Background: an optimization exercise with open tools, aiming at small area. Do not read the settings as production practice. Where RTL was checked, it was by simulation tests only, not by an equivalence proof against the original. Only the layout flow was run in run 1; the RTL was not checked for function there. Power and IR drop assume default switching activity.

==> flow/design.v, too long to show whole: its modules and the start of the top module <==
// module ycc_to_rgb: 924 lines
// module fa: 4 lines
// module xr: 3 lines
// module maj: 3 lines
// module ha: 4 lines
module ycc_to_rgb (
    input  wire        clk,
    input  wire        rst,           
    input  wire        in_valid,
    input  wire        in_mode,       
    input  wire [2:0]  in_cll,        
    input  wire [15:0] in_e0,         
    input  wire [15:0] in_e1,         
    input  wire [15:0] in_e2,         
    output reg         out_valid,
    output wire [31:0] out_pixel      
);
  // ...
==> flow/flow/run.sh <==
#!/bin/bash
# The standard layout with two changes:
#  - the synthesis is the standard flow's (synth_recipe.tcl), except that its final ABC
#    mapping uses flow/abc_map.script (area-oriented mapping) instead of ORFS's
#    speed script;
#  - the port buffers are sky130_fd_sc_hd__buf_2 cells.
set -euo pipefail
here=$(pwd)
{
  echo "# synth_recipe.tcl, with the final ABC mapping done by $here/flow/abc_map.script"
  echo "proc abc {args} {"
  echo "  set i [lsearch -exact \$args -script]"
  echo "  if {\$i >= 0} { lset args [expr {\$i + 1}] $here/flow/abc_map.script }"
  echo "  yosys abc {*}\$args"
  echo "}"
  cat "$here/synth_recipe.tcl"
} > "$here/synth_area.tcl"
bash standard.sh SYNTH_SCRIPT="$here/synth_area.tcl" \
  BUFFER_PORTS_ARGS="-buffer_cell sky130_fd_sc_hd__buf_2" finish > standard_flow.log 2>&1
==> flow/flow/abc_map.script <==
strash
dch
amap
topo
stime -c
==> flow/standard.sh <==
#!/bin/bash
# synth_recipe.tcl (not shown) runs the flow's synth.tcl, then flattens the netlist and writes it again
# the make line also repeats each setting of config.mk as NAME=value (left out here)
make -C /OpenROAD-flow-scripts/flow DESIGN_CONFIG=/design/flow/config.mk WORK_HOME=/design/flow/orfs CLKGATE_MAP_FILE= SYNTH_SCRIPT=/design/flow/synth_recipe.tcl "${@:-finish}"
==> flow/config.mk <==
export PLATFORM = sky130hd
export DESIGN_NAME = ycc_to_rgb
export DESIGN_NICKNAME = ycc_to_rgb
export VERILOG_FILES = /design/flow/design.v
export SDC_FILE = /design/flow/constraint.sdc
export NUM_CORES = 4
export LEC_CHECK = 0
export CAP_MARGIN = 20
export CORE_MARGIN = 2
export CORE_UTILIZATION = 65
export PLACE_DENSITY = 0.75
export SLEW_MARGIN = 20
export SYNTH_HIERARCHICAL = 1
export SYNTH_MINIMUM_KEEP_SIZE = 0
==> flow/constraint.sdc <==
create_clock -name core_clock -period 10.0 [get_ports {clk}]
set_input_delay 2.0000 -clock core_clock [delete_from_list [all_inputs] [get_ports {clk}]]
set_output_delay 2.0000 -clock core_clock [all_outputs]
set_load 0.01 [all_outputs]
==> qor.yml, run 1 <==
run_status:
  outcome: "no timing/DRC/antenna violations"
final_layout:
  seq_cell_count: 25
  multiInputGateArea_mm2: 0.009143
  clock_buffers: 3
  clock_area_share_pct: 0.7868
  reg_top3: "pix x24, out_valid x1"
timing:
  setup_tns_ns: 0
  finalSetupViolCount: 0
power:
  powerClk_mw: 0.0981
  swShare_pct: 51.99
  clkPwrFrac_pct: 4.3
  pg_comb_mw: 2.00
  power_mw: 2.279
  power_leakage_nw: 4.025
  ir_drop_mv: 0.1443
critical_path:
  cpMaxStageDelayCell: "fa_1"
  startpoint: "in_e2[14]"
  endpoint_kind: "register"
placement:
  dp_hpwl_um: 23380
  gp_congestion: 1.002
clock_network:
  post-cts-setup-buffer-count: 0
  clk_pin_slew_ns: 0.07
  htreeDepth: 1
  post_cts_resized: 0
route:
  drc: 0
  drt-met1-wl_um: 10080
  drt-pass1-iter-count: 6
yosys:
  synth.top_cell.area_share_pct: 70.98
min_path:
  whs_path_depth: 2
==> run 2: changes to the inputs <==
==> flow/design.v (replaced) <==
module ycc_to_rgb (
    input  wire        clk,
    input  wire        rst,           
    input  wire        in_valid,
    input  wire        in_mode,       
    input  wire [2:0]  in_cll,        
    input  wire [15:0] in_e0,         
    input  wire [15:0] in_e1,         
    input  wire [15:0] in_e2,         
    output reg         out_valid,
    output wire [31:0] out_pixel      
);
  wire [15:0] y    = in_e0;
  wire [15:0] cb   = in_e1;
  wire [15:0] cr   = in_e2;
  wire [15:0] y_n  = ~in_e0;
  wire [15:0] cb_n = ~in_e1;
  wire [15:0] cr_n = ~in_e2;
  wire ri1 = ~cr_n[13];
  wire rs2, rc3;
  ha u_rs2 (cr_n[14], cr_n[12], rs2, rc3);
  wire rs4, rc5;
  fa u_rs4 (cr[15], cr_n[13], cr[11], rs4, rc5);
  wire rs6, rc7;
  fa u_rs6 (y[0], cr_n[14], cr[12], rs6, rc7);
  wire rs8, rc9;
  fa u_rs8 (y[1], cr[15], cr[13], rs8, rc9);
  wire rs10, rc11;
  fa u_rs10 (cr_n[9], cr[6], cr_n[4], rs10, rc11);
  wire rs12, rc13;
  fa u_rs12 (y[2], cr[14], cr_n[10], rs12, rc13);
  wire rs14, rc15;
  fa u_rs14 (cr[7], cr_n[5], cr_n[3], rs14, rc15);
  wire rs16, rc17;
  fa u_rs16 (y[3], cr_n[15], cr_n[11], rs16, rc17);
  wire rs18, rc19;
  ha u_rs18 (cr[8], cr_n[6], rs18, rc19);
  wire rs20, rc21;
  fa u_rs20 (y[4], cr_n[12], cr[9], rs20, rc21);
  wire ri22 = ~cr_n[7];
  wire rs23, rc24;
  fa u_rs23 (y[5], cr_n[13], cr[10], rs23, rc24);
  wire ri25 = ~cr_n[8];
  wire rs26, rc27;
  fa u_rs26 (y[6], cr_n[14], cr[11], rs26, rc27);
  wire ri28 = ~cr_n[9];
  wire rs29, rc30;
  fa u_rs29 (y[7], cr[15], cr[12], rs29, rc30);
  wire ri31 = ~y[8];
  wire ri32 = ~y[9];
  wire ri33 = ~cr_n[8];
  wire rs34, rc35;
  ha u_rs34 (cr_n[9], cr_n[7], rs34, rc35);
  wire rs36, rc37;
  ha u_rs36 (cr_n[10], cr_n[8], rs36, rc37);
  wire rs38, rc39;
  fa u_rs38 (cr_n[11], cr_n[9], cr[7], rs38, rc39);
  wire rs40, rc41;
  fa u_rs40 (cr_n[12], cr_n[10], cr[8], rs40, rc41);
  wire rs42, rc43;
  fa u_rs42 (cr_n[11], cr[9], cr_n[5], rs42, rc43);
  wire rs44, rc45;
  ha u_rs44 (cr[2], cr_n[0], rs44, rc45);
  wire rs46, rc47;
  fa u_rs46 (cr_n[13], cr[10], cr_n[6], rs46, rc47);
  wire rs48, rc49;
  fa u_rs48 (cr[3], cr_n[1], rs2, rs48, rc49);
  wire rs50, rc51;
  fa u_rs50 (cr_n[7], cr[4], cr_n[2], rs50, rc51);
  wire rs52, rc53;
  fa u_rs52 (cr_n[0], rc3, rs4, rs52, rc53);
  wire rs54, rc55;
  fa u_rs54 (cr_n[8], cr[5], cr_n[3], rs54, rc55);
  wire rs56, rc57;
  fa u_rs56 (cr_n[1], rc5, rs6, rs56, rc57);
  wire rs58, rc59;
  fa u_rs58 (cr_n[2], cr[0], rc7, rs58, rc59);
  wire rs60, rc61;
  fa u_rs60 (1'b1, rs8, rs10, rs60, rc61);
  wire rs62, rc63;
  fa u_rs62 (cr[1], rc9, rc11, rs62, rc63);
  wire rs64, rc65;
  fa u_rs64 (1'b1, rs12, rs14, rs64, rc65);
  wire rs66, rc67;
  fa u_rs66 (cr_n[4], cr[2], rs18, rs66, rc67);
  wire rs68, rc69;
  fa u_rs68 (rc13, rc15, rs16, rs68, rc69);
  wire rs70, rc71;
  fa u_rs70 (cr_n[5], cr[3], ri22, rs70, rc71);
  wire rs72, rc73;
  fa u_rs72 (rc19, rc17, rs20, rs72, rc73);
  wire rs74, rc75;
  fa u_rs74 (cr_n[7], cr_n[6], cr[4], rs74, rc75);
  wire rs76, rc77;
  fa u_rs76 (ri25, rc21, rs23, rs76, rc77);
  wire rs78, rc79;
  fa u_rs78 (cr_n[8], cr_n[7], cr[5], rs78, rc79);
  wire rs80, rc81;
  fa u_rs80 (ri28, rc24, rs26, rs80, rc81);
  wire rs82, rc83;
  fa u_rs82 (cr_n[9], cr_n[10], cr_n[8], rs82, rc83);
  wire rs84, rc85;
  fa u_rs84 (cr[6], rc27, rs29, rs84, rc85);
  wire rs86, rc87;
  fa u_rs86 (cr[13], cr_n[11], cr_n[9], rs86, rc87);
  wire rs88, rc89;
  fa u_rs88 (cr[7], ri31, rc30, rs88, rc89);
  wire rs90, rc91;
  fa u_rs90 (y[8], cr[14], cr_n[12], rs90, rc91);
  wire rs92, rc93;
  fa u_rs92 (cr_n[10], cr[8], ri32, rs92, rc93);
  wire rs94, rc95;
  fa u_rs94 (y[9], y[10], cr_n[15], rs94, rc95);
  wire rs96, rc97;
  fa u_rs96 (cr_n[13], cr_n[11], cr[9], rs96, rc97);
  wire rs98, rc99;
  fa u_rs98 (y[11], cr_n[14], cr_n[12], rs98, rc99);
  wire ri100 = ~cr[10];
  wire rs101, rc102;
  fa u_rs101 (y[12], cr[15], cr_n[13], rs101, rc102);
  wire ri103 = ~cr[11];
  wire rs104, rc105;
  fa u_rs104 (y[13], cr_n[14], cr[12], rs104, rc105);
  wire rs106, rc107;
  ha u_rs106 (cr_n[6], cr[4], rs106, rc107);
  wire rs108, rc109;
  fa u_rs108 (cr_n[8], cr[5], cr_n[1], rs108, rc109);
  wire rs110, rc111;
  fa u_rs110 (cr[6], cr_n[2], rc35, rs110, rc111);
  wire rs112, rc113;
  fa u_rs112 (cr_n[3], cr[0], rc37, rs112, rc113);
  wire rs114, rc115;
  fa u_rs114 (cr_n[4], cr[1], rc39, rs114, rc115);
  wire rs116, rc117;
  fa u_rs116 (ri1, rs44, rc41, rs116, rc117);
  wire rs118, rc119;
  fa u_rs118 (rc45, rc43, rs46, rs118, rc119);
  wire rs120, rc121;
  fa u_rs120 (rc47, rs50, rc49, rs120, rc121);
  wire rs122, rc123;
  fa u_rs122 (rc51, rs54, rc53, rs122, rc123);
  wire rs124, rc125;
  fa u_rs124 (rc55, rc57, rs58, rs124, rc125);
  wire rs126, rc127;
  fa u_rs126 (rc59, rc61, rs62, rs126, rc127);
  wire rs128, rc129;
  fa u_rs128 (rs66, rc63, rc65, rs128, rc129);
  wire rs130, rc131;
  fa u_rs130 (rs70, rc67, rc69, rs130, rc131);
  wire rs132, rc133;
  fa u_rs132 (rs74, rc71, rc73, rs132, rc133);
  wire rs134, rc135;
  fa u_rs134 (rc75, rs78, rc77, rs134, rc135);
  wire rs136, rc137;
  fa u_rs136 (rc79, rs82, rc81, rs136, rc137);
  wire rs138, rc139;
  fa u_rs138 (rc83, rs86, rc85, rs138, rc139);
  wire rs140, rc141;
  fa u_rs140 (rc87, rs90, rs92, rs140, rc141);
  wire rs142, rc143;
  fa u_rs142 (rc91, rs94, rs96, rs142, rc143);
  wire rs144, rc145;
  fa u_rs144 (ri100, rc95, rc97, rs144, rc145);
  wire rs146, rc147;
  fa u_rs146 (cr[10], ri103, rc99, rs146, rc147);
  wire rs148, rc149;
  fa u_rs148 (cr[11], rc102, rs104, rs148, rc149);
  wire rs150, rc151;
  fa u_rs150 (y[14], cr[15], cr[13], rs150, rc151);
  wire ri152 = ~cr_n[2];
  wire rs153, rc154;
  ha u_rs153 (cr_n[3], cr_n[1], rs153, rc154);
  wire rs155, rc156;
  fa u_rs155 (cr_n[4], cr_n[2], cr[0], rs155, rc156);
  wire rs157, rc158;
  fa u_rs157 (cr_n[5], cr_n[3], cr[1], rs157, rc158);
  wire rs159, rc160;
  fa u_rs159 (cr_n[6], cr_n[4], cr[2], rs159, rc160);
  wire rs161, rc162;
  fa u_rs161 (cr_n[7], cr_n[5], cr[3], rs161, rc162);
  wire rs163, rc164;
  fa u_rs163 (cr_n[0], ri33, rs106, rs163, rc164);
  wire rs165, rc166;
  fa u_rs165 (rc107, rs34, rs108, rs165, rc166);
  wire rs167, rc168;
  fa u_rs167 (rs36, rc109, rs110, rs167, rc168);
  wire rs169, rc170;
  fa u_rs169 (rs38, rc111, rs112, rs169, rc170);
  wire rs171, rc172;
  fa u_rs171 (rs40, rc113, rs114, rs171, rc172);
  wire rs173, rc174;
  fa u_rs173 (rs42, rc115, rs116, rs173, rc174);
  wire rs175, rc176;
  fa u_rs175 (rs48, rc117, rs118, rs175, rc176);
  wire rs177, rc178;
  fa u_rs177 (rc119, rs52, rs120, rs177, rc178);
  wire rs179, rc180;
  fa u_rs179 (rs56, rc121, rs122, rs179, rc180);
  wire rs181, rc182;
  fa u_rs181 (rs60, rc123, rs124, rs181, rc182);
  wire rs183, rc184;
  fa u_rs183 (rs64, rc125, rs126, rs183, rc184);
  wire rs185, rc186;
  fa u_rs185 (rs68, rc127, rs128, rs185, rc186);
  wire rs187, rc188;
  fa u_rs187 (rs72, rc129, rs130, rs187, rc188);
  wire rs189, rc190;
  fa u_rs189 (rs76, rc131, rs132, rs189, rc190);
  wire rs191, rc192;
  fa u_rs191 (rs80, rc133, rs134, rs191, rc192);
  wire rs193, rc194;
  fa u_rs193 (rs84, rc135, rs136, rs193, rc194);
  wire rs195, rc196;
  fa u_rs195 (rs88, rc137, rs138, rs195, rc196);
  wire rs197, rc198;
  fa u_rs197 (rc89, rs140, rc139, rs197, rc198);
  wire rs199, rc200;
  fa u_rs199 (rc93, rs142, rc141, rs199, rc200);
  wire rs201, rc202;
  fa u_rs201 (rs98, rc143, rs144, rs201, rc202);
  wire rs203, rc204;
  fa u_rs203 (rs101, rc145, rs146, rs203, rc204);
  wire rs205, rc206;
  fa u_rs205 (1'b1, rc147, rs148, rs205, rc206);
  wire rs207, rc208;
  fa u_rs207 (rc105, rs150, rc149, rs207, rc208);
  wire rs209, rc210;
  fa u_rs209 (y_n[15], cr[14], rc151, rs209, rc210);
  wire [29:0] r_cy;
  assign r_cy[0] = 1'b0;
  wire rs211, rc212;
  ha u_rs211 (rc188, rs189, rs211, rc212);
  wire rs213, rc214;
  ha u_rs213 (rc190, rs191, rs213, rc214);
  wire rs215, rc216;
  ha u_rs215 (rc192, rs193, rs215, rc216);
  wire rs217, rc218;
  ha u_rs217 (rc194, rs195, rs217, rc218);
  wire rs219, rc220;
  ha u_rs219 (rc196, rs197, rs219, rc220);
  wire rs221, rc222;
  ha u_rs221 (rc198, rs199, rs221, rc222);
  wire rs223, rc224;
  ha u_rs223 (rc200, rs201, rs223, rc224);
  wire rs225, rc226;
  ha u_rs225 (rc202, rs203, rs225, rc226);
  wire r_G0 = ((cr_n[2] & rs153) | ((cr_n[2] | rs153) & ((ri152 & cr_n[0]) | ((ri152 | cr_n[0]) & ((cr_n[1] & 1'b0) | ((cr_n[1] | 1'b0) & (1'b1 & cr_n[0])))))));
  wire r_P0 = (1'b1 | cr_n[0]) & (cr_n[1] | 1'b0) & (ri152 | cr_n[0]) & (cr_n[2] | rs153);
  assign r_cy[4] = r_G0 | (r_P0 & r_cy[0]);
  wire r_G4 = ((rc160 & rs161) | ((rc160 | rs161) & ((rc158 & rs159) | ((rc158 | rs159) & ((rc156 & rs157) | ((rc156 | rs157) & (rc154 & rs155)))))));
  wire r_P4 = (rc154 | rs155) & (rc156 | rs157) & (rc158 | rs159) & (rc160 | rs161);
  assign r_cy[8] = r_G4 | (r_P4 & r_cy[4]);
  wire r_G8 = ((rc168 & rs169) | ((rc168 | rs169) & ((rc166 & rs167) | ((rc166 | rs167) & ((rc164 & rs165) | ((rc164 | rs165) & (rc162 & rs163)))))));
  wire r_P8 = (rc162 | rs163) & (rc164 | rs165) & (rc166 | rs167) & (rc168 | rs169);
  assign r_cy[12] = r_G8 | (r_P8 & r_cy[8]);
  wire r_G12 = ((rc176 & rs177) | ((rc176 | rs177) & ((rc174 & rs175) | ((rc174 | rs175) & ((rc172 & rs173) | ((rc172 | rs173) & (rc170 & rs171)))))));
  wire r_P12 = (rc170 | rs171) & (rc172 | rs173) & (rc174 | rs175) & (rc176 | rs177);
  assign r_cy[16] = r_G12 | (r_P12 & r_cy[12]);
  wire r_G16 = ((rc184 & rs185) | ((rc184 | rs185) & ((rc182 & rs183) | ((rc182 | rs183) & ((rc180 & rs181) | ((rc180 | rs181) & (rc178 & rs179)))))));
  wire r_P16 = (rc178 | rs179) & (rc180 | rs181) & (rc182 | rs183) & (rc184 | rs185);
  assign r_cy[20] = r_G16 | (r_P16 & r_cy[16]);
  wire r_G20 = (rc186 & rs187);
  wire r_P20 = (rc186 | rs187);
  assign r_cy[21] = r_G20 | (r_P20 & r_cy[20]);
  assign r_cy[22] = rc212 | (rs211 & r_cy[21]);
  assign r_cy[23] = rc214 | (rs213 & r_cy[22]);
  assign r_cy[24] = rc216 | (rs215 & r_cy[23]);
  wire r_G21 = (rc218 | (rs217 & (rc216 | (rs215 & (rc214 | (rs213 & rc212))))));
  wire r_P21 = rs211 & rs213 & rs215 & rs217;
  assign r_cy[25] = r_G21 | (r_P21 & r_cy[21]);
  assign r_cy[26] = rc220 | (rs219 & r_cy[25]);
  assign r_cy[27] = rc222 | (rs221 & r_cy[26]);
  assign r_cy[28] = rc224 | (rs223 & r_cy[27]);
  wire r_G25 = (rc226 | (rs225 & (rc224 | (rs223 & (rc222 | (rs221 & rc220))))));
  wire r_P25 = rs219 & rs221 & rs223 & rs225;
  assign r_cy[29] = r_G25 | (r_P25 & r_cy[25]);
  wire rx227;
  xr u_rx227 (rs211, r_cy[21], rx227);
  wire rx228;
  xr u_rx228 (rs213, r_cy[22], rx228);
  wire rx229;
  xr u_rx229 (rs215, r_cy[23], rx229);
  wire rx230;
  xr u_rx230 (rs217, r_cy[24], rx230);
  wire rx231;
  xr u_rx231 (rs219, r_cy[25], rx231);
  wire rx232;
  xr u_rx232 (rs221, r_cy[26], rx232);
  wire rx233;
  xr u_rx233 (rs223, r_cy[27], rx233);
  wire rx234;
  xr u_rx234 (rs225, r_cy[28], rx234);
  wire [7:0] r_m = {rx234, rx233, rx232, rx231, rx230, rx229, rx228, rx227};
  wire rs235, rc236;
  ha u_rs235 (rc204, rs205, rs235, rc236);
  wire rs237, rc238;
  fa u_rs237 (rc206, rs207, rc236, rs237, rc238);
  wire rs239, rc240;
  fa u_rs239 (rc208, rs209, rc238, rs239, rc240);
  wire rs241, rc242;
  fa u_rs241 (rc210, cr_n[15], rc240, rs241, rc242);
  wire ri243 = ~rc242;
  wire [4:0] r_t = {ri243, rs241, rs239, rs237, rs235};
  wire r_in = r_cy[29] ? (&r_t) : ~(|r_t);
  wire [7:0] r0 = r_in ? r_m : {8{~r_t[4]}};
  wire gi244 = ~cb[14];
  wire gs245, gc246;
  fa u_gs245 (y[0], cb_n[15], cb[5], gs245, gc246);
  wire gs247, gc248;
  fa u_gs247 (cb[3], cb_n[1], cr[15], gs247, gc248);
  wire gs249, gc250;
  fa u_gs249 (y[1], cb[6], cb[4], gs249, gc250);
  wire gi251 = ~cb_n[2];
  wire gs252, gc253;
  fa u_gs252 (y[2], cb[7], cb[5], gs252, gc253);
  wire gi254 = ~cb_n[3];
  wire gs255, gc256;
  fa u_gs255 (y[3], cb[8], cb[6], gs255, gc256);
  wire gi257 = ~cb_n[4];
  wire gs258, gc259;
  fa u_gs258 (y[4], cb[9], cb[7], gs258, gc259);
  wire gi260 = ~y[5];
  wire gi261 = ~y[6];
  wire gs262, gc263;
  ha u_gs262 (cb[12], cb[2], gs262, gc263);
  wire gs264, gc265;
  fa u_gs264 (cb[13], cb[3], cb[1], gs264, gc265);
  wire gs266, gc267;
  ha u_gs266 (cr_n[13], cr[9], gs266, gc267);
  wire gs268, gc269;
  fa u_gs268 (cb[4], cb[2], cb_n[0], gs268, gc269);
  wire gs270, gc271;
  fa u_gs270 (cr_n[14], cr[10], cr[7], gs270, gc271);
  wire gs272, gc273;
  ha u_gs272 (cr[4], cr[1], gs272, gc273);
  wire gs274, gc275;
  fa u_gs274 (cb[14], cr[11], cr[8], gs274, gc275);
  wire gs276, gc277;
  fa u_gs276 (cr[5], cr[2], cr_n[0], gs276, gc277);
  wire gs278, gc279;
  fa u_gs278 (1'b1, gs245, gs247, gs278, gc279);
  wire gs280, gc281;
  fa u_gs280 (cr[12], cr[9], cr[6], gs280, gc281);
  wire gs282, gc283;
  fa u_gs282 (cr[3], cr_n[1], gi251, gs282, gc283);
  wire gs284, gc285;
  fa u_gs284 (gc246, gc248, gs249, gs284, gc285);
  wire gs286, gc287;
  fa u_gs286 (cb_n[2], cr[13], cr[10], gs286, gc287);
  wire gs288, gc289;
  fa u_gs288 (cr[7], cr[4], cr_n[2], gs288, gc289);
  wire gs290, gc291;
  fa u_gs290 (gi254, gc250, gs252, gs290, gc291);
  wire gs292, gc293;
  fa u_gs292 (cb_n[3], cr[14], cr[11], gs292, gc293);
  wire gs294, gc295;
  fa u_gs294 (cr[8], cr[5], cr_n[3], gs294, gc295);
  wire gs296, gc297;
  fa u_gs296 (gi257, gc253, gs255, gs296, gc297);
  wire gs298, gc299;
  fa u_gs298 (cb_n[4], cb_n[5], cr_n[15], gs298, gc299);
  wire gs300, gc301;
  fa u_gs300 (cr[12], cr[9], cr[6], gs300, gc301);
  wire gs302, gc303;
  fa u_gs302 (cr_n[4], gc256, gs258, gs302, gc303);
  wire gs304, gc305;
  fa u_gs304 (cb[10], cb[8], cb_n[6], gs304, gc305);
  wire gs306, gc307;
  fa u_gs306 (cr[13], cr[10], cr[7], gs306, gc307);
  wire gs308, gc309;
  fa u_gs308 (cr_n[5], gi260, gc259, gs308, gc309);
  wire gs310, gc311;
  fa u_gs310 (y[5], cb[11], cb[9], gs310, gc311);
  wire gs312, gc313;
  fa u_gs312 (cb_n[7], cr[14], cr[11], gs312, gc313);
  wire gs314, gc315;
  fa u_gs314 (cr[8], cr_n[6], gi261, gs314, gc315);
  wire gs316, gc317;
  fa u_gs316 (y[6], y[7], cb[12], gs316, gc317);
  wire gs318, gc319;
  fa u_gs318 (cb[10], cb_n[8], cr_n[15], gs318, gc319);
  wire gs320, gc321;
  fa u_gs320 (cr[12], cr[9], cr_n[7], gs320, gc321);
  wire gs322, gc323;
  fa u_gs322 (y[8], cb[13], cb[11], gs322, gc323);
  wire gs324, gc325;
  fa u_gs324 (cb_n[9], cr[13], cr[10], gs324, gc325);
  wire gi326 = ~cr_n[8];
  wire gs327, gc328;
  fa u_gs327 (y[9], cb[14], cb[12], gs327, gc328);
  wire gs329, gc330;
  fa u_gs329 (cb_n[10], cr[14], cr[11], gs329, gc330);
  wire gi331 = ~cr_n[9];
  wire gs332, gc333;
  fa u_gs332 (y[10], cb_n[15], cb[13], gs332, gc333);
  wire gs334, gc335;
  fa u_gs334 (cb_n[11], cr_n[15], cr[12], gs334, gc335);
  wire gi336 = ~cr_n[10];
  wire gs337, gc338;
  fa u_gs337 (y[11], cb[14], cb_n[12], gs337, gc338);
  wire gi339 = ~y[12];
  wire gs340, gc341;
  fa u_gs340 (cb[10], cb[0], cr_n[10], gs340, gc341);
  wire gs342, gc343;
  fa u_gs342 (cb[11], cb[1], cr_n[11], gs342, gc343);
  wire gs344, gc345;
  ha u_gs344 (cr[7], cr[4], gs344, gc345);
  wire gs346, gc347;
  fa u_gs346 (cb[0], cr_n[12], cr[8], gs346, gc347);
  wire gs348, gc349;
  fa u_gs348 (cr[5], cr[2], gs262, gs348, gc349);
  wire gs350, gc351;
  fa u_gs350 (cr[6], cr[3], cr[0], gs350, gc351);
  wire gs352, gc353;
  fa u_gs352 (gc263, gs266, gs264, gs352, gc353);
  wire gs354, gc355;
  fa u_gs354 (gi244, gc267, gs272, gs354, gc355);
  wire gs356, gc357;
  fa u_gs356 (gc265, gs268, gs270, gs356, gc357);
  wire gs358, gc359;
  fa u_gs358 (gc273, gc269, gc271, gs358, gc359);
  wire gs360, gc361;
  fa u_gs360 (gs274, gs276, gs278, gs360, gc361);
  wire gs362, gc363;
  fa u_gs362 (gc275, gc277, gs280, gs362, gc363);
  wire gs364, gc365;
  fa u_gs364 (gs282, gc279, gs284, gs364, gc365);
  wire gs366, gc367;
  fa u_gs366 (gc281, gs286, gs288, gs366, gc367);
  wire gs368, gc369;
  fa u_gs368 (gc283, gc285, gs290, gs368, gc369);
  wire gs370, gc371;
  fa u_gs370 (gc287, gc289, gs292, gs370, gc371);
  wire gs372, gc373;
  fa u_gs372 (gs294, gc291, gs296, gs372, gc373);
  wire gs374, gc375;
  fa u_gs374 (gc293, gc295, gs298, gs374, gc375);
  wire gs376, gc377;
  fa u_gs376 (gs300, gc297, gs302, gs376, gc377);
  wire gs378, gc379;
  fa u_gs378 (gc299, gc301, gs304, gs378, gc379);
  wire gs380, gc381;
  fa u_gs380 (gs306, gc303, gs308, gs380, gc381);
  wire gs382, gc383;
  fa u_gs382 (gc305, gc307, gs310, gs382, gc383);
  wire gs384, gc385;
  fa u_gs384 (gs312, gs314, gc309, gs384, gc385);
  wire gs386, gc387;
  fa u_gs386 (gc311, gc313, gs316, gs386, gc387);
  wire gs388, gc389;
  fa u_gs388 (gs318, gs320, gc315, gs388, gc389);
  wire gs390, gc391;
  fa u_gs390 (gi326, gc317, gc319, gs390, gc391);
  wire gs392, gc393;
  fa u_gs392 (gc321, gs322, gs324, gs392, gc393);
  wire gs394, gc395;
  fa u_gs394 (cr_n[8], gi331, gc323, gs394, gc395);
  wire gs396, gc397;
  fa u_gs396 (gc325, gs327, gs329, gs396, gc397);
  wire gs398, gc399;
  fa u_gs398 (cr_n[9], gi336, gc328, gs398, gc399);
  wire gs400, gc401;
  fa u_gs400 (gc330, gs332, gs334, gs400, gc401);
  wire gs402, gc403;
  fa u_gs402 (cr_n[10], cr[13], cr_n[11], gs402, gc403);
  wire gs404, gc405;
  fa u_gs404 (gc333, gc335, gs337, gs404, gc405);
  wire gs406, gc407;
  fa u_gs406 (cb_n[15], cb_n[13], cr[14], gs406, gc407);
  wire gs408, gc409;
  fa u_gs408 (cr_n[12], gi339, gc338, gs408, gc409);
  wire gs410, gc411;
  fa u_gs410 (y[12], y[13], cb_n[14], gs410, gc411);
  wire gs412, gc413;
  ha u_gs412 (cr_n[15], cr_n[13], gs412, gc413);
  wire gs414, gc415;
  ha u_gs414 (y[14], cb[15], gs414, gc415);
  wire gs416, gc417;
  ha u_gs416 (cb[7], cr_n[7], gs416, gc417);
  wire gs418, gc419;
  fa u_gs418 (cb[8], cr_n[8], cr[4], gs418, gc419);
  wire gs420, gc421;
  fa u_gs420 (cb[9], cr_n[9], cr[5], gs420, gc421);
  wire gs422, gc423;
  fa u_gs422 (cr[6], cr[3], cr[0], gs422, gc423);
  wire gs424, gc425;
  fa u_gs424 (cr[1], gs344, gc341, gs424, gc425);
  wire gs426, gc427;
  fa u_gs426 (gc345, gc343, gs346, gs426, gc427);
  wire gs428, gc429;
  fa u_gs428 (gc347, gs350, gc349, gs428, gc429);
  wire gs430, gc431;
  fa u_gs430 (gc351, gs354, gc353, gs430, gc431);
  wire gs432, gc433;
  fa u_gs432 (gc355, gc357, gs358, gs432, gc433);
  wire gs434, gc435;
  fa u_gs434 (gc359, gs362, gc361, gs434, gc435);
  wire gs436, gc437;
  fa u_gs436 (gc363, gs366, gc365, gs436, gc437);
  wire gs438, gc439;
  fa u_gs438 (gc367, gs370, gc369, gs438, gc439);
  wire gs440, gc441;
  fa u_gs440 (gc371, gs374, gc373, gs440, gc441);
  wire gs442, gc443;
  fa u_gs442 (gc375, gs378, gc377, gs442, gc443);
  wire gs444, gc445;
  fa u_gs444 (gc379, gs382, gs384, gs444, gc445);
  wire gs446, gc447;
  fa u_gs446 (gc383, gs386, gs388, gs446, gc447);
  wire gs448, gc449;
  fa u_gs448 (gc387, gs390, gc389, gs448, gc449);
  wire gs450, gc451;
  fa u_gs450 (gc391, gc393, gs394, gs450, gc451);
  wire gs452, gc453;
  fa u_gs452 (gc395, gc397, gs398, gs452, gc453);
  wire gs454, gc455;
  fa u_gs454 (gs402, gc399, gc401, gs454, gc455);
  wire gs456, gc457;
  fa u_gs456 (gc403, gs406, gc405, gs456, gc457);
  wire gs458, gc459;
  fa u_gs458 (gs412, gc407, gs410, gs458, gc459);
  wire gs460, gc461;
  fa u_gs460 (cr_n[14], gc413, gs414, gs460, gc461);
  wire gs462, gc463;
  fa u_gs462 (y_n[15], cr[15], gc415, gs462, gc463);
  wire gi464 = ~cb[0];
  wire gs465, gc466;
  ha u_gs465 (cb[1], cr_n[1], gs465, gc466);
  wire gs467, gc468;
  ha u_gs467 (cb[2], cr_n[2], gs467, gc468);
  wire gs469, gc470;
  ha u_gs469 (cb[3], cr_n[3], gs469, gc470);
  wire gs471, gc472;
  fa u_gs471 (cb[4], cr_n[4], cr[0], gs471, gc472);
  wire gs473, gc474;
  fa u_gs473 (cb[5], cr_n[5], cr[1], gs473, gc474);
  wire gs475, gc476;
  fa u_gs475 (cb[6], cr_n[6], cr[2], gs475, gc476);
  wire gs477, gc478;
  fa u_gs477 (cr[3], cr[0], gs416, gs477, gc478);
  wire gs479, gc480;
  fa u_gs479 (cr[1], gc417, gs418, gs479, gc480);
  wire gs481, gc482;
  fa u_gs481 (cr[2], gc419, gs420, gs481, gc482);
  wire gs483, gc484;
  fa u_gs483 (gc421, gs422, gs340, gs483, gc484);
  wire gs485, gc486;
  fa u_gs485 (gc423, gs342, gs424, gs485, gc486);
  wire gs487, gc488;
  fa u_gs487 (gs348, gc425, gs426, gs487, gc488);
  wire gs489, gc490;
  fa u_gs489 (gc427, gs352, gs428, gs489, gc490);
  wire gs491, gc492;
  fa u_gs491 (gs356, gc429, gs430, gs491, gc492);
  wire gs493, gc494;
  fa u_gs493 (gc431, gs432, gs360, gs493, gc494);
  wire gs495, gc496;
  fa u_gs495 (gc433, gs364, gs434, gs495, gc496);
  wire gs497, gc498;
  fa u_gs497 (gs368, gc435, gs436, gs497, gc498);
  wire gs499, gc500;
  fa u_gs499 (gs372, gc437, gs438, gs499, gc500);
  wire gs501, gc502;
  fa u_gs501 (gs376, gc439, gs440, gs501, gc502);
  wire gs503, gc504;
  fa u_gs503 (gs380, gc441, gs442, gs503, gc504);
  wire gs505, gc506;
  fa u_gs505 (gc381, gs444, gc443, gs505, gc506);
  wire gs507, gc508;
  fa u_gs507 (gc385, gs446, gc445, gs507, gc508);
  wire gs509, gc510;
  fa u_gs509 (gs392, gc447, gs448, gs509, gc510);
  wire gs511, gc512;
  fa u_gs511 (gs396, gc449, gs450, gs511, gc512);
  wire gs513, gc514;
  fa u_gs513 (gs400, gc451, gs452, gs513, gc514);
  wire gs515, gc516;
  fa u_gs515 (gs404, gc453, gs454, gs515, gc516);
  wire gs517, gc518;
  fa u_gs517 (gs408, gc455, gs456, gs517, gc518);
  wire gs519, gc520;
  fa u_gs519 (gc409, gs458, gc457, gs519, gc520);
  wire gs521, gc522;
  fa u_gs521 (gc411, gs460, gc459, gs521, gc522);
  wire gs523, gc524;
  fa u_gs523 (1'b1, gs462, gc461, gs523, gc524);
  wire [29:0] g_cy;
  assign g_cy[0] = 1'b0;
  wire gs525, gc526;
  ha u_gs525 (gc502, gs503, gs525, gc526);
  wire gs527, gc528;
  ha u_gs527 (gc504, gs505, gs527, gc528);
  wire gs529, gc530;
  ha u_gs529 (gc506, gs507, gs529, gc530);
  wire gs531, gc532;
  ha u_gs531 (gc508, gs509, gs531, gc532);
  wire gs533, gc534;
  ha u_gs533 (gc510, gs511, gs533, gc534);
  wire gs535, gc536;
  ha u_gs535 (gc512, gs513, gs535, gc536);
  wire gs537, gc538;
  ha u_gs537 (gc514, gs515, gs537, gc538);
  wire gs539, gc540;
  ha u_gs539 (gc516, gs517, gs539, gc540);
  wire g_G0 = ((gc466 & gs467) | ((gc466 | gs467) & ((cb[0] & gs465) | ((cb[0] | gs465) & ((gi464 & cr_n[0]) | ((gi464 | cr_n[0]) & (1'b0 & 1'b0)))))));
  wire g_P0 = (1'b0 | 1'b0) & (gi464 | cr_n[0]) & (cb[0] | gs465) & (gc466 | gs467);
  assign g_cy[4] = g_G0 | (g_P0 & g_cy[0]);
  wire g_G4 = ((gc474 & gs475) | ((gc474 | gs475) & ((gc472 & gs473) | ((gc472 | gs473) & ((gc470 & gs471) | ((gc470 | gs471) & (gc468 & gs469)))))));
  wire g_P4 = (gc468 | gs469) & (gc470 | gs471) & (gc472 | gs473) & (gc474 | gs475);
  assign g_cy[8] = g_G4 | (g_P4 & g_cy[4]);
  wire g_G8 = ((gc482 & gs483) | ((gc482 | gs483) & ((gc480 & gs481) | ((gc480 | gs481) & ((gc478 & gs479) | ((gc478 | gs479) & (gc476 & gs477)))))));
  wire g_P8 = (gc476 | gs477) & (gc478 | gs479) & (gc480 | gs481) & (gc482 | gs483);
  assign g_cy[12] = g_G8 | (g_P8 & g_cy[8]);
  wire g_G12 = ((gc490 & gs491) | ((gc490 | gs491) & ((gc488 & gs489) | ((gc488 | gs489) & ((gc486 & gs487) | ((gc486 | gs487) & (gc484 & gs485)))))));
  wire g_P12 = (gc484 | gs485) & (gc486 | gs487) & (gc488 | gs489) & (gc490 | gs491);
  assign g_cy[16] = g_G12 | (g_P12 & g_cy[12]);
  wire g_G16 = ((gc498 & gs499) | ((gc498 | gs499) & ((gc496 & gs497) | ((gc496 | gs497) & ((gc494 & gs495) | ((gc494 | gs495) & (gc492 & gs493)))))));
  wire g_P16 = (gc492 | gs493) & (gc494 | gs495) & (gc496 | gs497) & (gc498 | gs499);
  assign g_cy[20] = g_G16 | (g_P16 & g_cy[16]);
  wire g_G20 = (gc500 & gs501);
  wire g_P20 = (gc500 | gs501);
  assign g_cy[21] = g_G20 | (g_P20 & g_cy[20]);
  assign g_cy[22] = gc526 | (gs525 & g_cy[21]);
  assign g_cy[23] = gc528 | (gs527 & g_cy[22]);
  assign g_cy[24] = gc530 | (gs529 & g_cy[23]);
  wire g_G21 = (gc532 | (gs531 & (gc530 | (gs529 & (gc528 | (gs527 & gc526))))));
  wire g_P21 = gs525 & gs527 & gs529 & gs531;
  assign g_cy[25] = g_G21 | (g_P21 & g_cy[21]);
  assign g_cy[26] = gc534 | (gs533 & g_cy[25]);
  assign g_cy[27] = gc536 | (gs535 & g_cy[26]);
  assign g_cy[28] = gc538 | (gs537 & g_cy[27]);
  wire g_G25 = (gc540 | (gs539 & (gc538 | (gs537 & (gc536 | (gs535 & gc534))))));
  wire g_P25 = gs533 & gs535 & gs537 & gs539;
  assign g_cy[29] = g_G25 | (g_P25 & g_cy[25]);
  wire gx541;
  xr u_gx541 (gs525, g_cy[21], gx541);
  wire gx542;
  xr u_gx542 (gs527, g_cy[22], gx542);
  wire gx543;
  xr u_gx543 (gs529, g_cy[23], gx543);
  wire gx544;
  xr u_gx544 (gs531, g_cy[24], gx544);
  wire gx545;
  xr u_gx545 (gs533, g_cy[25], gx545);
  wire gx546;
  xr u_gx546 (gs535, g_cy[26], gx546);
  wire gx547;
  xr u_gx547 (gs537, g_cy[27], gx547);
  wire gx548;
  xr u_gx548 (gs539, g_cy[28], gx548);
  wire [7:0] g_m = {gx548, gx547, gx546, gx545, gx544, gx543, gx542, gx541};
  wire gs549, gc550;
  ha u_gs549 (gc518, gs519, gs549, gc550);
  wire gs551, gc552;
  fa u_gs551 (gc520, gs521, gc550, gs551, gc552);
  wire gs553, gc554;
  fa u_gs553 (gc522, gs523, gc552, gs553, gc554);
  wire gs555, gc556;
  fa u_gs555 (gc524, gc463, gc554, gs555, gc556);
  wire gi557 = ~gc556;
  wire [4:0] g_t = {gi557, gs555, gs553, gs551, gs549};
  wire g_in = g_cy[29] ? (&g_t) : ~(|g_t);
  wire [7:0] g0 = g_in ? g_m : {8{~g_t[4]}};
  wire bs558, bc559;
  ha u_bs558 (y[1], cb_n[14], bs558, bc559);
  wire bs560, bc561;
  fa u_bs560 (y[2], cb[15], cb[13], bs560, bc561);
  wire bi562 = ~cb[10];
  wire bs563, bc564;
  fa u_bs563 (y[3], cb[14], cb[11], bs563, bc564);
  wire bi565 = ~cb[9];
  wire bs566, bc567;
  fa u_bs566 (y[4], cb_n[15], cb[12], bs566, bc567);
  wire bi568 = ~y[5];
  wire bi569 = ~y[6];
  wire bs570, bc571;
  fa u_bs570 (cb_n[11], cb[9], cb[6], bs570, bc571);
  wire bs572, bc573;
  fa u_bs572 (cb_n[12], cb[10], cb[7], bs572, bc573);
  wire bs574, bc575;
  fa u_bs574 (y[0], cb_n[13], cb[11], bs574, bc575);
  wire bs576, bc577;
  ha u_bs576 (cb[8], cb[6], bs576, bc577);
  wire bs578, bc579;
  fa u_bs578 (cb[12], cb[9], cb[7], bs578, bc579);
  wire bs580, bc581;
  fa u_bs580 (cb_n[3], cb[0], bs558, bs580, bc581);
  wire bs582, bc583;
  fa u_bs582 (cb[8], cb_n[4], cb[1], bs582, bc583);
  wire bs584, bc585;
  fa u_bs584 (bi562, bc559, bs560, bs584, bc585);
  wire bs586, bc587;
  fa u_bs586 (cb[10], cb_n[5], cb[2], bs586, bc587);
  wire bs588, bc589;
  fa u_bs588 (bi565, bc561, bs563, bs588, bc589);
  wire bs590, bc591;
  fa u_bs590 (cb[9], cb[10], cb_n[6], bs590, bc591);
  wire bs592, bc593;
  fa u_bs592 (cb[3], bc564, bs566, bs592, bc593);
  wire bs594, bc595;
  fa u_bs594 (cb[13], cb[11], cb_n[7], bs594, bc595);
  wire bs596, bc597;
  fa u_bs596 (cb[4], bi568, bc567, bs596, bc597);
  wire bs598, bc599;
  fa u_bs598 (y[5], cb[14], cb[12], bs598, bc599);
  wire bs600, bc601;
  fa u_bs600 (cb_n[8], cb[5], bi569, bs600, bc601);
  wire bs602, bc603;
  fa u_bs602 (y[6], y[7], cb_n[15], bs602, bc603);
  wire bs604, bc605;
  fa u_bs604 (cb[13], cb_n[9], cb[6], bs604, bc605);
  wire bs606, bc607;
  fa u_bs606 (y[8], cb[14], cb_n[10], bs606, bc607);
  wire bi608 = ~cb[7];
  wire bs609, bc610;
  fa u_bs609 (y[9], cb_n[15], cb_n[11], bs609, bc610);
  wire bi611 = ~y[10];
  wire bi612 = ~y[11];
  wire bs613, bc614;
  ha u_bs613 (cb_n[7], cb[5], bs613, bc614);
  wire bs615, bc616;
  fa u_bs615 (cb_n[8], cb[6], cb[3], bs615, bc616);
  wire bs617, bc618;
  fa u_bs617 (cb_n[9], cb[7], cb[4], bs617, bc618);
  wire bs619, bc620;
  fa u_bs619 (cb_n[10], cb[8], cb[5], bs619, bc620);
  wire bs621, bc622;
  fa u_bs621 (cb[4], cb_n[0], bs570, bs621, bc622);
  wire bs623, bc624;
  fa u_bs623 (cb[5], cb_n[1], bc571, bs623, bc624);
  wire bs625, bc626;
  fa u_bs625 (cb_n[2], bs576, bc573, bs625, bc626);
  wire bs627, bc628;
  fa u_bs627 (bc577, bc575, bs578, bs627, bc628);
  wire bs629, bc630;
  fa u_bs629 (bc579, bs582, bc581, bs629, bc630);
  wire bs631, bc632;
  fa u_bs631 (bc583, bs586, bc585, bs631, bc632);
  wire bs633, bc634;
  fa u_bs633 (bc587, bs590, bc589, bs633, bc634);
  wire bs635, bc636;
  fa u_bs635 (bc591, bs594, bc593, bs635, bc636);
  wire bs637, bc638;
  fa u_bs637 (bc595, bs598, bs600, bs637, bc638);
  wire bs639, bc640;
  fa u_bs639 (bc599, bs602, bs604, bs639, bc640);
  wire bs641, bc642;
  fa u_bs641 (bi608, bc603, bc605, bs641, bc642);
  wire bs643, bc644;
  fa u_bs643 (cb[7], cb[8], bc607, bs643, bc644);
  wire bs645, bc646;
  fa u_bs645 (cb_n[12], cb[9], bi611, bs645, bc646);
  wire bs647, bc648;
  fa u_bs647 (y[10], cb_n[13], cb[10], bs647, bc648);
  wire bs649, bc650;
  fa u_bs649 (y[11], y[12], cb_n[14], bs649, bc650);
  wire bs651, bc652;
  fa u_bs651 (y[13], cb[15], cb[12], bs651, bc652);
  wire bi653 = ~y[14];
  wire bs654, bc655;
  ha u_bs654 (cb_n[5], cb[3], bs654, bc655);
  wire bs656, bc657;
  fa u_bs656 (cb_n[6], cb[4], cb[1], bs656, bc657);
  wire bs658, bc659;
  fa u_bs658 (cb[2], cb[0], bs613, bs658, bc659);
  wire bs660, bc661;
  fa u_bs660 (cb[1], bc614, bs615, bs660, bc661);
  wire bs662, bc663;
  fa u_bs662 (cb[2], bc616, bs617, bs662, bc663);
  wire bs664, bc665;
  fa u_bs664 (cb[3], bc618, bs619, bs664, bc665);
  wire bs666, bc667;
  fa u_bs666 (1'b1, bc620, bs621, bs666, bc667);
  wire bs668, bc669;
  fa u_bs668 (bs572, bc622, bs623, bs668, bc669);
  wire bs670, bc671;
  fa u_bs670 (bs574, bc624, bs625, bs670, bc671);
  wire bs672, bc673;
  fa u_bs672 (bs580, bc626, bs627, bs672, bc673);
  wire bs674, bc675;
  fa u_bs674 (bc628, bs584, bs629, bs674, bc675);
  wire bs676, bc677;
  fa u_bs676 (bs588, bc630, bs631, bs676, bc677);
  wire bs678, bc679;
  fa u_bs678 (bs592, bc632, bs633, bs678, bc679);
  wire bs680, bc681;
  fa u_bs680 (bs596, bc634, bs635, bs680, bc681);
  wire bs682, bc683;
  fa u_bs682 (bc597, bs637, bc636, bs682, bc683);
  wire bs684, bc685;
  fa u_bs684 (bc601, bs639, bc638, bs684, bc685);
  wire bs686, bc687;
  fa u_bs686 (bs606, bc640, bs641, bs686, bc687);
  wire bs688, bc689;
  fa u_bs688 (bs609, bc642, bs643, bs688, bc689);
  wire bs690, bc691;
  fa u_bs690 (bc610, bs645, bc644, bs690, bc691);
  wire bs692, bc693;
  fa u_bs692 (bi612, bs647, bc646, bs692, bc693);
  wire bs694, bc695;
  fa u_bs694 (cb[11], bc648, bs649, bs694, bc695);
  wire bs696, bc697;
  fa u_bs696 (1'b1, bc650, bs651, bs696, bc697);
  wire bs698, bc699;
  fa u_bs698 (cb[13], bi653, bc652, bs698, bc699);
  wire bs700, bc701;
  fa u_bs700 (y[14], y_n[15], cb[14], bs700, bc701);
  wire [29:0] b_cy;
  assign b_cy[0] = 1'b0;
  wire bs702, bc703;
  ha u_bs702 (bc679, bs680, bs702, bc703);
  wire bs704, bc705;
  ha u_bs704 (bc681, bs682, bs704, bc705);
  wire bs706, bc707;
  ha u_bs706 (bc683, bs684, bs706, bc707);
  wire bs708, bc709;
  ha u_bs708 (bc685, bs686, bs708, bc709);
  wire bs710, bc711;
  ha u_bs710 (bc687, bs688, bs710, bc711);
  wire bs712, bc713;
  ha u_bs712 (bc689, bs690, bs712, bc713);
  wire bs714, bc715;
  ha u_bs714 (bc691, bs692, bs714, bc715);
  wire bs716, bc717;
  ha u_bs716 (bc693, bs694, bs716, bc717);
  wire b_G0 = ((1'b1 & cb_n[0]) | ((1'b1 | cb_n[0]) & ((1'b0 & 1'b0) | ((1'b0 | 1'b0) & ((1'b0 & 1'b0) | ((1'b0 | 1'b0) & (1'b0 & 1'b0)))))));
  wire b_P0 = (1'b0 | 1'b0) & (1'b0 | 1'b0) & (1'b0 | 1'b0) & (1'b1 | cb_n[0]);
  assign b_cy[4] = b_G0 | (b_P0 & b_cy[0]);
  wire b_G4 = ((cb_n[4] & cb[2]) | ((cb_n[4] | cb[2]) & ((cb_n[3] & cb[1]) | ((cb_n[3] | cb[1]) & ((cb_n[2] & cb[0]) | ((cb_n[2] | cb[0]) & (cb_n[1] & 1'b0)))))));
  wire b_P4 = (cb_n[1] | 1'b0) & (cb_n[2] | cb[0]) & (cb_n[3] | cb[1]) & (cb_n[4] | cb[2]);
  assign b_cy[8] = b_G4 | (b_P4 & b_cy[4]);
  wire b_G8 = ((bc659 & bs660) | ((bc659 | bs660) & ((bc657 & bs658) | ((bc657 | bs658) & ((bc655 & bs656) | ((bc655 | bs656) & (bs654 & cb[0])))))));
  wire b_P8 = (bs654 | cb[0]) & (bc655 | bs656) & (bc657 | bs658) & (bc659 | bs660);
  assign b_cy[12] = b_G8 | (b_P8 & b_cy[8]);
  wire b_G12 = ((bc667 & bs668) | ((bc667 | bs668) & ((bc665 & bs666) | ((bc665 | bs666) & ((bc663 & bs664) | ((bc663 | bs664) & (bc661 & bs662)))))));
  wire b_P12 = (bc661 | bs662) & (bc663 | bs664) & (bc665 | bs666) & (bc667 | bs668);
  assign b_cy[16] = b_G12 | (b_P12 & b_cy[12]);
  wire b_G16 = ((bc675 & bs676) | ((bc675 | bs676) & ((bc673 & bs674) | ((bc673 | bs674) & ((bc671 & bs672) | ((bc671 | bs672) & (bc669 & bs670)))))));
  wire b_P16 = (bc669 | bs670) & (bc671 | bs672) & (bc673 | bs674) & (bc675 | bs676);
  assign b_cy[20] = b_G16 | (b_P16 & b_cy[16]);
  wire b_G20 = (bc677 & bs678);
  wire b_P20 = (bc677 | bs678);
  assign b_cy[21] = b_G20 | (b_P20 & b_cy[20]);
  assign b_cy[22] = bc703 | (bs702 & b_cy[21]);
  assign b_cy[23] = bc705 | (bs704 & b_cy[22]);
  assign b_cy[24] = bc707 | (bs706 & b_cy[23]);
  wire b_G21 = (bc709 | (bs708 & (bc707 | (bs706 & (bc705 | (bs704 & bc703))))));
  wire b_P21 = bs702 & bs704 & bs706 & bs708;
  assign b_cy[25] = b_G21 | (b_P21 & b_cy[21]);
  assign b_cy[26] = bc711 | (bs710 & b_cy[25]);
  assign b_cy[27] = bc713 | (bs712 & b_cy[26]);
  assign b_cy[28] = bc715 | (bs714 & b_cy[27]);
  wire b_G25 = (bc717 | (bs716 & (bc715 | (bs714 & (bc713 | (bs712 & bc711))))));
  wire b_P25 = bs710 & bs712 & bs714 & bs716;
  assign b_cy[29] = b_G25 | (b_P25 & b_cy[25]);
  wire bx718;
  xr u_bx718 (bs702, b_cy[21], bx718);
  wire bx719;
  xr u_bx719 (bs704, b_cy[22], bx719);
  wire bx720;
  xr u_bx720 (bs706, b_cy[23], bx720);
  wire bx721;
  xr u_bx721 (bs708, b_cy[24], bx721);
  wire bx722;
  xr u_bx722 (bs710, b_cy[25], bx722);
  wire bx723;
  xr u_bx723 (bs712, b_cy[26], bx723);
  wire bx724;
  xr u_bx724 (bs714, b_cy[27], bx724);
  wire bx725;
  xr u_bx725 (bs716, b_cy[28], bx725);
  wire [7:0] b_m = {bx725, bx724, bx723, bx722, bx721, bx720, bx719, bx718};
  wire bs726, bc727;
  ha u_bs726 (bc695, bs696, bs726, bc727);
  wire bs728, bc729;
  fa u_bs728 (bc697, bs698, bc727, bs728, bc729);
  wire bs730, bc731;
  fa u_bs730 (bc699, bs700, bc729, bs730, bc731);
  wire bs732, bc733;
  fa u_bs732 (bc701, cb_n[15], bc731, bs732, bc733);
  wire bi734 = ~bc733;
  wire [4:0] b_t = {bi734, bs732, bs730, bs728, bs726};
  wire b_in = b_cy[29] ? (&b_t) : ~(|b_t);
  wire [7:0] b0 = b_in ? b_m : {8{~b_t[4]}};
  wire [2:0] sh   = in_cll - 3'd1;
  wire [7:0] yy   = in_e0[7:0];
  wire [7:0] co   = in_e1[7:0] << sh;
  wire [7:0] cg   = in_e2[7:0] << sh;
  wire [7:0] yy_n = ~yy;
  wire [7:0] co_n = ~co;
  wire [7:0] cg_n = ~cg;
  wire r1i735 = ~yy[0];
  wire r1s736, r1c737;
  ha u_r1s736 (yy[1], co[1], r1s736, r1c737);
  wire r1s738, r1c739;
  ha u_r1s738 (yy[2], co[2], r1s738, r1c739);
  wire r1s740, r1c741;
  ha u_r1s740 (yy[3], co[3], r1s740, r1c741);
  wire r1s742, r1c743;
  ha u_r1s742 (yy[4], co[4], r1s742, r1c743);
  wire r1s744, r1c745;
  ha u_r1s744 (yy[5], co[5], r1s744, r1c745);
  wire r1s746, r1c747;
  ha u_r1s746 (yy[6], co[6], r1s746, r1c747);
  wire r1s748, r1c749;
  ha u_r1s748 (yy[7], co_n[7], r1s748, r1c749);
  wire r1s750, r1c751;
  ha u_r1s750 (co[0], cg_n[0], r1s750, r1c751);
  wire r1s752, r1c753;
  fa u_r1s752 (yy[0], cg_n[1], r1s736, r1s752, r1c753);
  wire r1s754, r1c755;
  fa u_r1s754 (cg_n[2], r1c737, r1s738, r1s754, r1c755);
  wire r1s756, r1c757;
  fa u_r1s756 (cg_n[3], r1c739, r1s740, r1s756, r1c757);
  wire r1s758, r1c759;
  fa u_r1s758 (cg_n[4], r1c741, r1s742, r1s758, r1c759);
  wire r1s760, r1c761;
  fa u_r1s760 (cg_n[5], r1c743, r1s744, r1s760, r1c761);
  wire r1s762, r1c763;
  fa u_r1s762 (cg_n[6], r1c745, r1s746, r1s762, r1c763);
  wire r1s764, r1c765;
  fa u_r1s764 (cg[7], r1c747, r1s748, r1s764, r1c765);
  wire r1i766 = ~r1c749;
  wire r1s767, r1c768;
  ha u_r1s767 (r1s750, r1i735, r1s767, r1c768);
  wire r1s769, r1c770;
  fa u_r1s769 (r1c751, r1s752, r1c768, r1s769, r1c770);
  wire r1s771, r1c772;
  fa u_r1s771 (r1c753, r1s754, r1c770, r1s771, r1c772);
  wire r1s773, r1c774;
  fa u_r1s773 (r1c755, r1s756, r1c772, r1s773, r1c774);
  wire r1s775, r1c776;
  fa u_r1s775 (r1c757, r1s758, r1c774, r1s775, r1c776);
  wire r1s777, r1c778;
  fa u_r1s777 (r1c759, r1s760, r1c776, r1s777, r1c778);
  wire r1s779, r1c780;
  fa u_r1s779 (r1c761, r1s762, r1c778, r1s779, r1c780);
  wire r1s781, r1c782;
  fa u_r1s781 (r1c763, r1s764, r1c780, r1s781, r1c782);
  wire r1s783, r1c784;
  fa u_r1s783 (r1c765, r1i766, r1c782, r1s783, r1c784);
  wire r1x785 = ~r1c749;
  wire r1x786;
  xr u_r1x786 (r1x785, r1c784, r1x786);
  wire [9:0] r1s = {r1x786, r1s783, r1s781, r1s779, r1s777, r1s775, r1s773, r1s771, r1s769, r1s767};
  wire [7:0] r1 = r1s[9] ? 8'd0 : r1s[8] ? 8'd255 : r1s[7:0];
  wire b1i787 = ~yy[1];
  wire b1s788, b1c789;
  ha u_b1s788 (yy[2], co_n[2], b1s788, b1c789);
  wire b1s790, b1c791;
  ha u_b1s790 (yy[3], co_n[3], b1s790, b1c791);
  wire b1s792, b1c793;
  ha u_b1s792 (yy[4], co_n[4], b1s792, b1c793);
  wire b1s794, b1c795;
  ha u_b1s794 (yy[5], co_n[5], b1s794, b1c795);
  wire b1s796, b1c797;
  ha u_b1s796 (yy[6], co_n[6], b1s796, b1c797);
  wire b1s798, b1c799;
  ha u_b1s798 (yy[7], co[7], b1s798, b1c799);
  wire b1s800, b1c801;
  ha u_b1s800 (yy[0], co_n[0], b1s800, b1c801);
  wire b1s802, b1c803;
  fa u_b1s802 (co_n[1], cg_n[1], b1i787, b1s802, b1c803);
  wire b1s804, b1c805;
  fa u_b1s804 (yy[1], cg_n[2], b1s788, b1s804, b1c805);
  wire b1s806, b1c807;
  fa u_b1s806 (cg_n[3], b1c789, b1s790, b1s806, b1c807);
  wire b1s808, b1c809;
  fa u_b1s808 (cg_n[4], b1c791, b1s792, b1s808, b1c809);
  wire b1s810, b1c811;
  fa u_b1s810 (cg_n[5], b1c793, b1s794, b1s810, b1c811);
  wire b1s812, b1c813;
  fa u_b1s812 (cg_n[6], b1c795, b1s796, b1s812, b1c813);
  wire b1s814, b1c815;
  fa u_b1s814 (cg[7], b1c797, b1s798, b1s814, b1c815);
  wire b1i816 = ~b1c799;
  wire b1s817, b1c818;
  ha u_b1s817 (b1s800, cg_n[0], b1s817, b1c818);
  wire b1s819, b1c820;
  fa u_b1s819 (b1c801, b1s802, b1c818, b1s819, b1c820);
  wire b1s821, b1c822;
  fa u_b1s821 (b1c803, b1s804, b1c820, b1s821, b1c822);
  wire b1s823, b1c824;
  fa u_b1s823 (b1c805, b1s806, b1c822, b1s823, b1c824);
  wire b1s825, b1c826;
  fa u_b1s825 (b1c807, b1s808, b1c824, b1s825, b1c826);
  wire b1s827, b1c828;
  fa u_b1s827 (b1c809, b1s810, b1c826, b1s827, b1c828);
  wire b1s829, b1c830;
  fa u_b1s829 (b1c811, b1s812, b1c828, b1s829, b1c830);
  wire b1s831, b1c832;
  fa u_b1s831 (b1c813, b1s814, b1c830, b1s831, b1c832);
  wire b1s833, b1c834;
  fa u_b1s833 (b1c815, b1i816, b1c832, b1s833, b1c834);
  wire b1x835 = ~b1c799;
  wire b1x836;
  xr u_b1x836 (b1x835, b1c834, b1x836);
  wire [9:0] b1s = {b1x836, b1s833, b1s831, b1s829, b1s827, b1s825, b1s823, b1s821, b1s819, b1s817};
  wire [7:0] b1 = b1s[9] ? 8'd0 : b1s[8] ? 8'd255 : b1s[7:0];
  wire g1s837, g1c838;
  ha u_g1s837 (yy[0], cg[0], g1s837, g1c838);
  wire g1s839, g1c840;
  fa u_g1s839 (yy[1], cg[1], g1c838, g1s839, g1c840);
  wire g1s841, g1c842;
  fa u_g1s841 (yy[2], cg[2], g1c840, g1s841, g1c842);
  wire g1s843, g1c844;
  fa u_g1s843 (yy[3], cg[3], g1c842, g1s843, g1c844);
  wire g1s845, g1c846;
  fa u_g1s845 (yy[4], cg[4], g1c844, g1s845, g1c846);
  wire g1s847, g1c848;
  fa u_g1s847 (yy[5], cg[5], g1c846, g1s847, g1c848);
  wire g1s849, g1c850;
  fa u_g1s849 (yy[6], cg[6], g1c848, g1s849, g1c850);
  wire g1s851, g1c852;
  fa u_g1s851 (yy[7], cg[7], g1c850, g1s851, g1c852);
  wire [8:0] g1s = {g1c852, g1s851, g1s849, g1s847, g1s845, g1s843, g1s841, g1s839, g1s837};
  wire [7:0] g1 = (g1s[8] == cg[7]) ? g1s[7:0] : {8{g1s[8]}};
  reg [23:0] pix;
  always @(posedge clk) begin
    if (rst) out_valid <= 1'b0;
    else     out_valid <= in_valid;
    pix <= in_mode ? {b1, g1, r1} : {b0, g0, r0};
  end
  assign out_pixel = {8'hff, pix};
endmodule
module fa (input wire a, input wire b, input wire c, output wire s, output wire co);
  assign s  = a ^ b ^ c;
  assign co = (a & b) | (a & c) | (b & c);
endmodule
module xr (input wire a, input wire b, output wire s);
  assign s = a ^ b;
endmodule
module ha (input wire a, input wire b, output wire s, output wire co);
  assign s  = a ^ b;
  assign co = a & b;
endmodule
==> flow/flow/run.sh (replaced) <==
#!/bin/bash
# The standard layout, with the port buffers made from sky130_fd_sc_hd__buf_1 cells.
set -euo pipefail
bash standard.sh BUFFER_PORTS_ARGS="-buffer_cell sky130_fd_sc_hd__buf_1" finish > standard_flow.log 2>&1
==> flow/config.mk (replaced) <==
export PLATFORM = sky130hd
export DESIGN_NAME = ycc_to_rgb
export DESIGN_NICKNAME = ycc_to_rgb
export VERILOG_FILES = /design/flow/design.v
export SDC_FILE = /design/flow/constraint.sdc
export NUM_CORES = 4
export LEC_CHECK = 0
export CAP_MARGIN = 20
export CORE_MARGIN = 2
export CORE_UTILIZATION = 40
export SLEW_MARGIN = 20
export SYNTH_HIERARCHICAL = 1
export SYNTH_MINIMUM_KEEP_SIZE = 0
removed: flow/flow/abc_map.script
==> qor.yml, run 2 <==
yosys:
  async_flop_share_pct: 0  # unchanged
  ys_seq_area_share_pct: 4.637  # was 5.041%
  synthCells: 880  # was 792
  ys.flop_type: "dfxtp_1"  # unchanged
  yosys_warnings: 7  # unchanged
  synth.top_cell.area_share_pct: 60.84  # was 70.98%
  netlist-cell-type-count: 67  # was 38
  synth_edf_count: 0  # unchanged
  synth_area_leaders: "fa_1 (61%), ha_1 (7.8%), dfxtp_1 (4.6%), inv_1 (3.2%), xor2_1 (2.2%)"  # was fa_1 (71%), dfxtp_1 (5.0%), o22ai_1 (3.8%), ha_1 (3.3%), clkinv_1 (2.9%)
  ys_ff_latch: 25  # unchanged
  synth_top_area_cell: "fa_1"  # unchanged
  syn-mean-instance-area_um2: 12.26  # was 12.54 um2
  syn_area_mm2: 0.01079  # was 0.009928 mm2
  yosysMostFrequentCell: "fa_1"  # unchanged
  synth_common_cells: "fa_1 (328), inv_1 (91), ha_1 (67)"  # was fa_1 (352), clkinv_1 (77), nor2_1 (60), o22ai_1 (60), o21ai_0 (49)
final_layout:
  layout_commonest_cell: "fa_1"  # unchanged
  regMostFlops: "pix"  # unchanged
  stdcell_count: 1331  # was 1071
  final_core_util_pct: 44.14  # was 70.61%
  register_area_um2: 500.5  # unchanged
  reg_top3: "pix x24, out_valid x1"  # unchanged
  area_delta_synth_final_pct: 9.309  # was 7.310%
  largest_reg_flops: 24  # unchanged
  multiInputGateArea_mm2: 0.009887  # was 0.009143 mm2
  layout_common_cells: "fa_1 (328), inv_1 (91), buf_1 (79)"  # was fa_1 (352), buf_2 (79), clkinv_1 (77)
  fill_cells: 2557  # was 1084
  drive_gt1_share_pct: 6.566  # was 9.626%
  diodes: 0  # unchanged
  final_nets: 1441  # was 1317
floorplanning:
  start_util_pct: 40.38  # was 65.80%
  boundaryPins: 88  # unchanged
  dieArea_mm2: 0.02831  # was 0.01628 mm2
  fp.coreArea_mm2: 0.02673  # was 0.01509 mm2
  die_w_um: 168.3  # was 127.6 um
  num_rows: 60  # was 45
  die_h_um: 168.3  # was 127.6 um
global_route:
  antenna_found_initial: 0  # unchanged
  grt_max_degree: 32  # unchanged
  grt_pass1_vias: 8370  # was 8082
  track_usage_pct: 22.27  # was 37.88%
  overflow: 0  # unchanged
  grt_pass1_wl_um: 46930  # was 44640 um
route:
  detail_route.wl_per_cell_um: 22.24  # was 26.38 um
  initialDrtViolationCount: 598  # was 618
  vias_per_cell: 5.541  # was 6.742
  vias: 7375  # was 7221
  ant_nets: 0  # unchanged
  wl_um: 29610  # was 28250 um
  drt-pass1-iter-count: 5  # was 6
  drc: 0  # unchanged
power:
  power_leakage_nw: 4.906  # was 4.025 nW
  power_mw: 2.775  # was 2.279 mW
  clkPwrFrac_pct: 3.5  # was 4.3%
  pwr-share-seq_pct: 6.1  # was 7.8%
  swShare_pct: 53.14  # was 51.99%
  p_per_area_mw_per_mm2: 235.2  # was 213.9 mW/mm2
  pwr-share-comb_pct: 90.4  # was 87.9%
  p_sw_mw: 1.475  # was 1.185 mW
  p_int_mw: 1.300  # was 1.094 mW
  ir_drop_mv: 0.1913  # was 0.1443 mV
clock_network:
  post-cts-setup-buffer-count: 0  # unchanged
  hold_buffers: 0  # unchanged
  htreeDepth: 1  # unchanged
  post_cts_resized: 0  # unchanged
  clk_path_buf_depth: 2  # unchanged
  clk_pin_slew_ns: 0.07  # about the same
  numClockSinks: 25  # unchanged
  cts_buffers: 3  # unchanged
  ctsRootBufferMaster: "clkbuf_16"  # unchanged
  cts_tree: "yes"  # unchanged
critical_path:
  cp_cell_sequence: "buf_1 > buf_4 > inv_1 > ha_1 > nand3_1 > inv_1 > ha_1 > fa_1 > fa_1 > fa_1 > fa_1 > fa_1 > fa_1 > fa_1 > fa_1 > fa_1 > xor2_1 > nand2b_1 > o221ai_2"  # was buf_2 > clkinv_1 > fa_1 > fa_1 > fa_1 > fa_1 > o22ai_1 > nor2_1 > a221oi_1 > o21ai_0 > o21ai_0 > a211oi_1 > o22ai_1 > clkinv_1 > fa_1 > fa_1 > fa_1 > fa_1 > o22ai_1 > o21ai_0
  worstSetupPathType: "input port to register"  # unchanged
  cpMaxStageDelayCell: "ha_1"  # was fa_1
  max_stage_delay_ns: 0.83  # was 0.65 ns
  critPathMostFrequentCell: "fa_1"  # unchanged
  worstPathMaxFanout: 31  # was 8
  startpoint_type: "input port"  # unchanged
  required_ns: 10.20  # was 10.13 ns
  arrival_ns: 8.43  # was 8.19 ns
  endpoint_kind: "register"  # unchanged
placement:
  gp_congestion: 0.8932  # was 1.002
  dp_cells: 1327  # was 1067
  dp_slack_ns: 1.458  # was 1.615 ns
  dp_hpwl_um: 24710  # was 23380 um
  io_buffer_count: 79  # unchanged
timing:
  rsz0062_at_grt: "false"  # unchanged
  worst_pin_slew_ns: 1.030  # was 0.9196 ns
  final_hold_viol_count: 0  # unchanged
  setup_tns_ns: 0  # unchanged
  fin_crit_ns: 8.237  # was 8.062 ns
  fin_crit_sh_pct: 82.37  # was 80.62%
  fin_ws_ns: 1.763  # was 1.938 ns
  drv_slew: 0  # unchanged
  fmax_ghz: 0.1214  # was 0.1240 GHz
  finalSetupViolCount: 0  # unchanged
  slew_headroom_pct: 29.33  # was 38.32%
flow_run:
  maxCapViolCount: 0  # unchanged
min_path:
  hp-class: "input port to register"  # unchanged
run_status:
  outcome: "no timing/DRC/antenna violations"  # unchanged
-- run 2: modules after synthesis (local to each module, per instance) --
module      area (um2)  copies in the design  cells inside  flip-flops and latches
ycc_to_rgb        3173                     1           460                      25
ha               12.51                    66             1                       0
fa               20.02                   328             1                       0
xr               8.758                    26             1                       0
-- run 2: worst max-delay path: cells and delay by family --
kind / cells / cell delay, ns
buffers and inverters: 4 / 0.63
adders and majority gates: 11 / 4.73
xor gates and xnor gates: 1 / 0.16
AOI/OAI and AO/OA: 1 / 0.28
and+or+nand+nor: 2 / 0.64
-- run 2: worst paths after layout --
check	cells after the start	endpoint	from	slack (ns)
max	19	pix[6]	in_cll[0]	1.76
min	2	out_valid	rst	1.87
-- run 2: power by group through the flow --
| stage | logic [mW] | clock network (mW) | registers, mW |
|---|---|---|---|
| 3_5_place_dp | 2.49 | 0 | 0.172 |
| 3_3_place_gp | 2.47 | 0 | 0.175 |
| 2_1_floorplan | 1.85 | 0 | 0.195 |
| 5_1_grt | 2.83 | 0.102 | 0.175 |
| 6_report | 2.51 | 0.0966 | 0.170 |
| 4_1_cts | 2.52 | 0.0989 | 0.171 |
-- run 2: area by class of cell --
type	instances	share of cell area (%)
Inverter	92	2.927
Timing Repair Buffer	114	4.741
Sequential cell	25	4.242
Tap cell	341	3.616
Clock buffer	4	0.6681
Multi-Input combinational cell	755	83.81
-- run 2: cells by family after synthesis --
kind of cell | after synthesis | synth area share (%)
muxes | 12 | 1.391
AOI/OAI and AO/OA | 172 | 12.40
adders and majority gates | 407 | 69.74
and+or+nand+nor | 121 | 5.275
xor gates and xnor gates | 28 | 2.272
buffers and inverters | 114 | 4.243
other | 1 | 0.03475
DFF | 25 | 4.637
-- run 2: metrics by stage --
| stage | cell area (um2) | hold WS [ns] |
|---|---|---|
| 2_1_floorplan | 10850 | 2.072 |
| 3_3_place_gp | 11720 | 2.152 |
| 3_5_place_dp | 11720 | 2.162 |
| 4_1_cts | 11800 | 1.870 |
| 5_1_grt | 11800 | 1.877 |
| 6_report | 11800 | 1.869 |
-- run 2: layer usage --
layer / GRT usage, % / routed length, um
met3: 3.902 / 2166
met4: 5.510 / 712
met2: 37.16 / 14380
met5: 0 / 0
met1: 30.39 / 12350

==> static timing again, ports no longer ideal <==
The results above use ideal ports. As a check the final layouts listed here were re-extracted and re-timed, cells and wires unchanged.
Step 1 (the two cells are an assumption about what drives the block):
set clk [get_ports {clk}]
set_driving_cell -lib_cell sky130_fd_sc_hd__clkbuf_16 $clk
set_driving_cell -lib_cell sky130_fd_sc_hd__buf_2 [delete_from_list [all_inputs] $clk]
Step 2 adds t to the input delays and takes it off the output delays; t is the mean of the earliest and latest rising clock arrival at the registers after step 1. Input paths then give back, and output paths get back, about the clock's delay inside the block.
Slacks: ideal ports / drivers / drivers and shift; pairs: ideal ports / drivers.
run	shift t [ns]	setup WS [ns]	worst setup path after step 2	pins driven straight from the clock port
run 1	0.299	1.938 / 1.948 / 1.649	input to register	1
run 2	0.307	1.763 / 1.778 / 1.470	input to register	1
After both steps setup and hold are still met in every run listed. The setup slack of run 2, which loses most, moves by +0.015 ns with the drivers and by -0.293 ns with both steps.
